This design comes from an exercise in tuning for a short achievable clock period and few clock cycles on the open sky130 flow, not from production work.
RTL that was checked went through simulation tests only; none was proved equivalent to the original.
Power and IR drop assume default switching activity.

Design a362m, start of the top module:
module a362m (
    input  wire        clk,
    input  wire        rst_n,
    input  wire        cmd_valid,
    input  wire [39:0] cmd_word,
    output reg         cmd_ready,
    output reg         done_valid,
    output reg  [2:0]  done_status,
    output reg  [15:0] rd,
    output reg  [15:0] fx,
    output reg  [15:0] fy,
    output reg  [15:0] fz,
    output reg  [15:0] ft,
    output reg  [63:0] burst_buf,
    output reg  [3:0]  bufn,
    output reg  [7:0]  want,
    output reg  [7:0]  echo,
    output reg  [2:0]  status,
    output reg  [3:0]  err,
    output reg         busy,
    output reg         cs_open,
    output reg         tx_valid,
    output reg  [7:0]  tx_byte,
    input  wire        rx_valid,
    input  wire [7:0]  rx_byte,
    input  wire        bus_fail
);
Size: roughly 2000 cells after synthesis, ~400 flip-flops, ~240 I/O pins, about 0.019 mm2 of cells after synthesis.
==> flow/config.mk <==
export PLATFORM = sky130hd
export DESIGN_NAME = a362m
export DESIGN_NICKNAME = a362m
export VERILOG_FILES = /design/flow/design.v
export SDC_FILE = /design/flow/constraint.sdc
export NUM_CORES = 4
export LEC_CHECK = 0
export CAP_MARGIN = 20
export CORE_MARGIN = 2
export CORE_UTILIZATION = 40
export PLACE_DENSITY = 0.6
export SETUP_SLACK_MARGIN = 4.5
export SLEW_MARGIN = 20
export SYNTH_HIERARCHICAL = 1
==> flow/constraint.sdc <==
create_clock -name core_clock -period 7.0 [get_ports {clk}]
set_input_delay 1.4000 -clock core_clock [delete_from_list [all_inputs] [get_ports {clk}]]
set_output_delay 1.4000 -clock core_clock [all_outputs]
set_load 0.01 [all_outputs]
standard.sh (not shown) runs the stock make flow with config.mk's settings and CLKGATE_MAP_FILE= SYNTH_SCRIPT=/design/flow/synth_recipe.tcl, a recipe that flattens the netlist after the stock synthesis.
==> flow/flow/run.sh <==
#!/bin/bash
# Own flow: the standard layout (standard synthesis unchanged), with the
# port buffers made from plain buffers (buf_4) instead of the delay cells
# buffer_ports picks by default, and cell resizing not held to footprints.
set -euo pipefail
bash standard.sh \
  "BUFFER_PORTS_ARGS=-buffer_cell sky130_fd_sc_hd__buf_4" \
  MATCH_CELL_FOOTPRINT=0 \
  finish > flow_make.log 2>&1
==> next run, changes <==
--- a/flow/design.v
+++ b/flow/design.v
@@ -215,15 +215,14 @@
     wire rd_op = o_rd1 || o_rd2 || o_rds8 || o_rds12 || o_rdf;
     wire ans    = frm && rx_valid && !bus_fail;        
     wire fail   = frm && bus_fail;                     
     wire fin_ok = ans && endc;                         
     wire lgo    = first && ((o_setf && zs_q && fit_q) || (o_rdf && zr_q && run_q));
     wire zdone  = first && !frm && !lgo;               
     wire done_evt = fin_ok || fail || zdone;
-    wire ans_t  = frm && rx_valid;                     
     wire eq     = (rx_byte == w_q);
     wire st_vm  = fin_ok && vfy && !eq;
     wire st_if  = zdone && lg && !dec_q;
     wire st_upd = fail || fin_ok || zdone;             
     wire [2:0] st_new = {zdone && !lg, st_vm || st_if, fail || st_if};
     assign hold_cs = bsy && (gap || lgo || (frm && !bus_fail && !(rx_valid && last)));
     wire lg = lg_q[0] || lg_q[1];
@@ -264,15 +263,15 @@
             pos     <= 4'd0;
             last    <= 1'b0;
             endc    <= 1'b0;
             e_rd    <= 1'b0;
             e_xyzt  <= 1'b0;
             e_rdb   <= 8'h00;
             capsel  <= 8'h00;
-        end else if (ans_t) begin
+        end else if (ans) begin
             if (last) begin
                 if (!endc)
                     step <= step + 3'd1;
             end else begin
                 pos     <= pos + 4'd1;
                 last    <= nlast;
                 endc    <= nendc;
@@ -324,15 +323,15 @@
             end else if (gap) begin
                 rdfr <= !d_wr;
             end
             if (!bsy)
                 tx_byte <= {7'b0000101, c_rdfirst};
             else if (gap)
                 tx_byte <= {7'b0000101, !d_wr};
-            else if (ans_t && !last)
+            else if (ans && !last)
                 tx_byte <= nxt;
             status      <= st_new | (status & {3{!st_upd}});
             done_status <= st_new | (done_status & {3{!st_upd}});
             err         <= err | {zdone && !lg, st_if, st_vm, fail};
             if (zdone && lg && dec_q)
                 rd <= decode(cw[7:0], cw[15:8], cw[34]);
             else if (ans && e_rd)
The changed run finished with timing, DRC and antenna clean.
Cell area shrinks by 1.1%.
Clock skew climbs by 0.0057 ns.
Routed wire length decreases by 2.6%.
Sequential share of layout area came out higher by 0.43 points.
Total power is lower by 2.7%.
Critical path depth is unchanged.
Area after synthesis is about the same.
Combinational power is about the same.
Worst setup slack barely changes.
Testbench counts after the change, summed over its fixed seeds: cycles 102,253.
For the first run of this note, only the layout was checked, not whether the RTL still works.

========
a362m, a different RTL version from the one above (not shown whole).
For scale: about 1,800 cells after synthesis, about 240 I/O pins, roughly 18,000 µm² of cells after synthesis.
clock: 7.0 ns
lec_check: 0
cap_margin: 20
core_margin: 2
core_utilization: 40
place_density: 0.6
setup_slack_margin: 4.5
slew_margin: 20
synth_hierarchical: 1
run.sh (not shown) runs the stock make flow with config.mk's settings and CLKGATE_MAP_FILE= SYNTH_SCRIPT=/design/flow/synth_recipe.tcl, a recipe that flattens the netlist after the stock synthesis.
Stock flow here: none of the scripts above is used.
Edit:
--- a/flow/design.v
+++ b/flow/design.v
@@ -45,36 +45,34 @@
     wire [13:0] c_t;         
     wire        c_zs, c_zr;  
     wire        c_run, c_fit;
     wire        hold_cs;     
     wire        cs_next, tv_next, frm_next, lg_a, lg_b;
     a362m_opdec  u_opd (.op(cmd_word[39:35]), .en(acc), .d(c_d));
     a362m_opdec1 u_opl (.op(cmd_word[39:35]), .d(c_dl));
     a362m_chk    u_chk (.w(cmd_word[34:0]), .z(c_z), .t(c_t), .zs(c_zs), .zr(c_zr));
     a362m_runchk u_run (.m(cmd_word[23:16]), .v(cmd_word[7:0]), .run(c_run), .fit(c_fit));
-    a362m_go     u_gcs (.d(c_d[15:0]), .t(c_t), .zs(c_zs), .fit(c_fit), .zr(c_zr),
-                        .run(c_run), .hold(hold_cs), .y(cs_next));
-    a362m_go     u_gtv (.d(c_d[15:0]), .t(c_t), .zs(c_zs), .fit(c_fit), .zr(c_zr),
-                        .run(c_run), .hold(hold_cs), .y(tv_next));
-    a362m_go     u_gfr (.d(c_d[15:0]), .t(c_t), .zs(c_zs), .fit(c_fit), .zr(c_zr),
-                        .run(c_run), .hold(hold_cs), .y(frm_next));
+    a362m_ao14   u_gcs (.d(c_d[13:0]), .t(c_t), .hold(hold_cs), .y(cs_next));
+    a362m_ao14   u_gtv (.d(c_d[13:0]), .t(c_t), .hold(hold_cs), .y(tv_next));
+    a362m_ao14   u_gfr (.d(c_d[13:0]), .t(c_t), .hold(hold_cs), .y(frm_next));
     a362m_ao9    u_lga (.d(c_dl[8:0]), .t(c_z[8:0]), .y(lg_a));
     a362m_ao8    u_lgb (.d(c_dl[16:9]), .t(c_z[16:9]), .y(lg_b));
     wire [4:0] c_op = cmd_word[39:35];
     wire c_rdfirst = (c_op == OP_RD1) | (c_op == OP_RD2) | (c_op == OP_RDB) |
                      (c_op == OP_RDS8) | (c_op == OP_RDS12) | (c_op == OP_RDXYZT) |
                      (c_op == OP_SETB) | (c_op == OP_SETF) | (c_op == OP_RDF) |
                      (c_op == OP_MEASON);
     reg        gap;          
     reg        first;        
     reg [1:0]  lg_q;         
     reg [16:0] opq;          
     reg        dec_q;        
+    reg        fit_q, run_q, zs_q, zr_q;    
     reg [39:0] cw;           
     reg [2:0]  step;         
     reg [3:0]  pos;          
     reg        last;         
     reg        endc;         
     reg        e_rd, e_xyzt; 
     reg [7:0]  e_rdb;        
     reg        rdfr;         
     reg        vfy;          
@@ -200,34 +198,39 @@
         if (o_rd2)        rd_new = {rx_byte, b0};
         else if (o_rds12) rd_new = decode(b0, rx_byte, s_bit);
         else if (o_rdf)   rd_new = {8'h00, rdf_v};
         else              rd_new = {8'h00, rx_byte};
     end
     wire rd_op = o_rd1 || o_rd2 || o_rds8 || o_rds12 || o_rdf;
     wire ans    = frm && rx_valid && !bus_fail;        
     wire fail   = frm && bus_fail;                     
     wire fin_ok = ans && endc;                         
-    wire zdone  = first && !frm;                       
+    wire lgo    = first && ((o_setf && zs_q && fit_q) || (o_rdf && zr_q && run_q));
+    wire zdone  = first && !frm && !lgo;               
     wire done_evt = fin_ok || fail || zdone;
     wire eq     = (rx_byte == w_q);
-    assign hold_cs = rst_n && bsy && (gap || (frm && !bus_fail && !(rx_valid && last)));
+    assign hold_cs = rst_n && bsy && (gap || lgo || (frm && !bus_fail && !(rx_valid && last)));
     wire lg = lg_q[0] || lg_q[1];
     wire busy_next, bsy_next;
     a362m_bsy u_bo (.rst_n(rst_n), .acc(acc), .bsy(bsy), .done(done_evt), .y(busy_next));
     a362m_bsy u_bi (.rst_n(rst_n), .acc(acc), .bsy(bsy), .done(done_evt), .y(bsy_next));
     integer i;
     always @(posedge clk) begin
         vsh   <= vsh_c;
         rdfm  <= rdfm_c;
         for (i = 0; i < 8; i = i + 1)
             bsel[i] <= (i < cw[3:0]);
         lg_q  <= {lg_b, lg_a};
         dec_q <= (c_op == OP_DEC);
+        fit_q <= c_fit;
+        run_q <= c_run;
+        zs_q  <= c_zs;
+        zr_q  <= c_zr;
         if (!bsy) begin
             cw  <= cmd_word;
             opq <= c_dl;
         end
         if (frm)
             for (i = 0; i < 8; i = i + 1)
                 if (capsel[i]) rxbuf[8*i +: 8] <= rx_byte;
         if (gap)
             w_q <= wcalc;
@@ -459,30 +462,25 @@
         fit = 1'b0;
         for (rc = 0; rc < 8; rc = rc + 1)
             for (rp = 1; rc + rp <= 8; rp = rp + 1)
                 if (m == ((8'hFF >> (8 - rp)) << rc)) begin
                     run = 1'b1;
                     if ((v >> rp) == 8'h00) fit = 1'b1;
                 end
     end
 endmodule
-module a362m_go (
-    input  wire [15:0] d,
+module a362m_ao14 (
+    input  wire [13:0] d,
     input  wire [13:0] t,
-    input  wire        zs,
-    input  wire        fit,
-    input  wire        zr,
-    input  wire        run,
     input  wire        hold,
     output wire        y
 );
-    assign y = hold || ((d[13:0] & t) != 14'h0) || (d[14] && zs && fit) ||
-               (d[15] && zr && run);
+    assign y = hold || ((d & t) != 14'h0);
 endmodule
 module a362m_ao9 (
     input  wire [8:0] d,
     input  wire [8:0] t,
     output wire       y
 );
     assign y = ((d & t) != 9'h0);
 endmodule
 module a362m_ao8 (
Core utilization drops by 2.6 points.
Critical path depth falls by 3.
Fmax climbs by 5.9%.
Die area climbs by about 0.55%.
Register-to-register slack loses 0.02 ns.
Flip-flop and latch count goes up by 4.
Area after synthesis rises by 0.56%.
Non-clock buffer count falls by 49.
Total power decreases by about 0.5%.
Final cell count falls by 0.78%.
Synthesized cell count climbs by about 1.3%.
Global-route usage falls by 0.78 points.
Testbench counts after the change, summed over its fixed seeds: cycles 102,253.
Function not checked in the first run of this note: the RTL went through the layout flow alone.

## what the ideal ports hide
Ports are ideal in the flow. The routed layouts listed here were re-timed in OpenROAD. Step 1: set_driving_cell puts a clkbuf_16 on clk and a buf_2 on each other input, an assumption about the parent block. Step 2 also shifts input and output timing later by t, the mid clock arrival at the registers, as if the neighbouring blocks saw the same clock. a / b / c = ideal / step 1 / step 2; a / b = the first two.
| run | shift t [ns] | setup WS [ns] | hold slack, ns | worst register clock-pin slew, ns |
|---|---|---|---|---|
| the first run of note 1 | 0.597 | 4.519 / 4.468 / 3.944 | 0.445 / 0.445 / 0.445 | 0.06 / 0.06 |
| the second run of note 1 | 0.592 | 4.516 / 4.463 / 3.991 | 0.446 / 0.446 / 0.446 | 0.07 / 0.07 |
| the first run of note 2 | 0.617 | 4.371 / 4.350 / 3.733 | 0.432 / 0.432 / 0.432 | 0.06 / 0.06 |
| the second run of note 2 | 0.633 | 4.519 / 4.465 / 3.924 | 0.441 / 0.441 / 0.441 | 0.07 / 0.07 |
After both steps setup and hold are still met in every run listed. The setup slack of the first run of note 2, which loses most, moves by -0.021 ns with the drivers and by -0.638 ns with both steps.
